This is an optimization exercise on Yosys and OpenROAD, whose aim is small area, a short achievable clock period and few clock cycles, not a production implementation. Power is estimated from default activity; no workload was simulated.

// mcp23x17_seq
module mcp23x17_seq (
    input  wire        clk,
    input  wire        rst,             
    input  wire [7:0]   cfg_mode,       
    input  wire [11:0]  cfg_opcode,     
    input  wire [3:0]   cfg_bank,       
    input  wire [287:0] cfg_porta,      
    input  wire [255:0] cfg_portb,      
    input  wire [3:0]   cmd_valid,
    input  wire [63:0]  cmd_word,
    output wire [3:0]   cmd_ready,
    output wire [31:0]  ctx_status,     
    output wire [31:0]  rsp_data,       
    output wire [15:0]  fault_status,
    output wire [7:0]   fault_ctx,
    output wire [7:0]   fault_dev,
    output wire         escalate,
    output reg  [3:0]   cs,
    input  wire         spi_busy,
    output wire         spi_req,
    output wire [23:0]  spi_tx,
    input  wire         spi_ack,
    input  wire [23:0]  spi_rx,
    input  wire [1:0]   spi_st,
    output wire         i2c_req,
    output wire         i2c_rnw,
    output wire [1:0]   i2c_len,
    output wire [7:0]   i2c_sla,
    output wire [23:0]  i2c_wdata,
    input  wire         i2c_ack,
    input  wire [1:0]   i2c_st,
    input  wire [7:0]   i2c_rdata
);
    localparam [2:0] S_IDLE  = 3'd0,    
                     S_PRE   = 3'd1,    
                     S_SREQ  = 3'd2,    
                     S_POST  = 3'd3,    
                     S_PULSE = 3'd4,    
                     S_IW    = 3'd5,    
                     S_IR    = 3'd6;    
    localparam [1:0] CMD_INIT  = 2'd0,
                     CMD_READ  = 2'd1,
                     CMD_WRITE = 2'd2;
  ...
Size: ~1500 cells after synthesis, ~840 I/O pins.
Settings: LEC_CHECK=0, CAP_MARGIN=20, CORE_AREA=5 5 325 325, DIE_AREA=0 0 330 330, SLEW_MARGIN=20; clock period 10.0 ns.
standard.sh (not shown) runs the stock make flow with config.mk's settings and CLKGATE_MAP_FILE= SYNTH_SCRIPT=/design/flow/synth_recipe.tcl, a recipe that flattens the netlist after the stock synthesis.
==> flow/flow/run.sh <==
#!/bin/bash
set -euo pipefail
bash standard.sh "BUFFER_PORTS_ARGS=-buffer_cell sky130_fd_sc_hd__buf_1" finish > standard.log 2>&1
Change:
==> flow/flow/run.sh (replaced) <==
#!/bin/bash
set -euo pipefail
bash standard.sh "BUFFER_PORTS_ARGS=-buffer_cell sky130_fd_sc_hd__buf_1" \
  SETUP_SLACK_MARGIN=7 ABC_CLOCK_PERIOD_IN_PS=3000 finish > standard.log 2>&1
--- a/flow/config.mk
+++ b/flow/config.mk
@@ -8,4 +8,5 @@
 export CAP_MARGIN = 20
-export CORE_AREA = 5 5 325 325
-export DIE_AREA = 0 0 330 330
+export CORE_AREA = 5 5 165 165
+export CTS_BUF_LIST = sky130_fd_sc_hd__clkbuf_4 sky130_fd_sc_hd__clkbuf_8
+export DIE_AREA = 0 0 170 170
 export SLEW_MARGIN = 20
Result: With this change the flow aborted during I/O pin placement (3_2_place_iop) with PPL-0024. Area after synthesis stays the same. Synthesized cell count is unchanged.
Change:
==> flow/flow/run.sh (replaced) <==
#!/bin/bash
set -euo pipefail
bash standard.sh "BUFFER_PORTS_ARGS=-buffer_cell sky130_fd_sc_hd__buf_1" finish > standard.log 2>&1
--- a/flow/config.mk
+++ b/flow/config.mk
@@ -7,6 +7,7 @@
 export LEC_CHECK = 0
+export ABC_CLOCK_PERIOD_IN_PS = 4000
 export CAP_MARGIN = 20
-export CORE_AREA = 5 5 165 165
-export CTS_BUF_LIST = sky130_fd_sc_hd__clkbuf_4 sky130_fd_sc_hd__clkbuf_8
-export DIE_AREA = 0 0 170 170
+export CORE_AREA = 5 5 325 325
+export DIE_AREA = 0 0 330 330
+export SETUP_SLACK_MARGIN = 5
 export SLEW_MARGIN = 20
This time the run ran to the end with no violations.
Synthesized cell count stays the same.
Synthesized area is unchanged.
Change:
==> flow/flow/run.sh (replaced) <==
#!/bin/bash
set -euo pipefail
bash standard.sh "BUFFER_PORTS_ARGS=-buffer_cell sky130_fd_sc_hd__buf_1" \
  SETUP_SLACK_MARGIN=7 ABC_CLOCK_PERIOD_IN_PS=3000 finish > standard.log 2>&1
--- a/flow/config.mk
+++ b/flow/config.mk
@@ -7,3 +7,2 @@
 export LEC_CHECK = 0
-export ABC_CLOCK_PERIOD_IN_PS = 4000
 export CAP_MARGIN = 20
@@ -11,3 +10,2 @@
 export DIE_AREA = 0 0 330 330
-export SETUP_SLACK_MARGIN = 5
 export SLEW_MARGIN = 20
The new run finished clean.
Total power grows by about 16%.
Utilization grows by 2.8 points.
Count of clock-buffer cells in the layout shrinks by 2.
Die area is unchanged.
Combinational power grows by 48%.
Final cell count grows by about 2.5%.
Setup slack gets better by 890 ps.
Via count grows by about 0.6%.
Sequential share of layout area shrinks by 2.6 points.
No functional check of the RTL was part of any run of this note.

==> what the ideal ports hide <==
The flow's constraints put no driver on any port. The routed layouts listed below were extracted and timed again, unchanged, in two steps.
Step 1: set_driving_cell puts a clkbuf_16 on clk and a buf_2 on each other input, an assumption about the parent block.
Step 2 also shifts input and output timing later by t, the mid clock arrival at the registers, as if the neighbouring blocks saw the same clock.
Slacks: ideal ports / drivers / drivers and shift; pairs: ideal ports / drivers.
| run | t, ns | setup slack, ns | slew at the worst register clock pin (ns) |
|---|---|---|---|
| the first run | 0.551 | 4.097 / 4.124 / 3.573 | 0.08 / 0.08 |
| the third run | 0.548 | 5.040 / 5.074 / 4.526 | 0.08 / 0.08 |
| the fourth run | 0.519 | 5.933 / 5.888 / 5.369 | 0.07 / 0.07 |
After both steps every run listed still meets setup and hold. The setup slack of the fourth run, which loses most, moves by -0.045 ns with the drivers and by -0.564 ns with both steps.
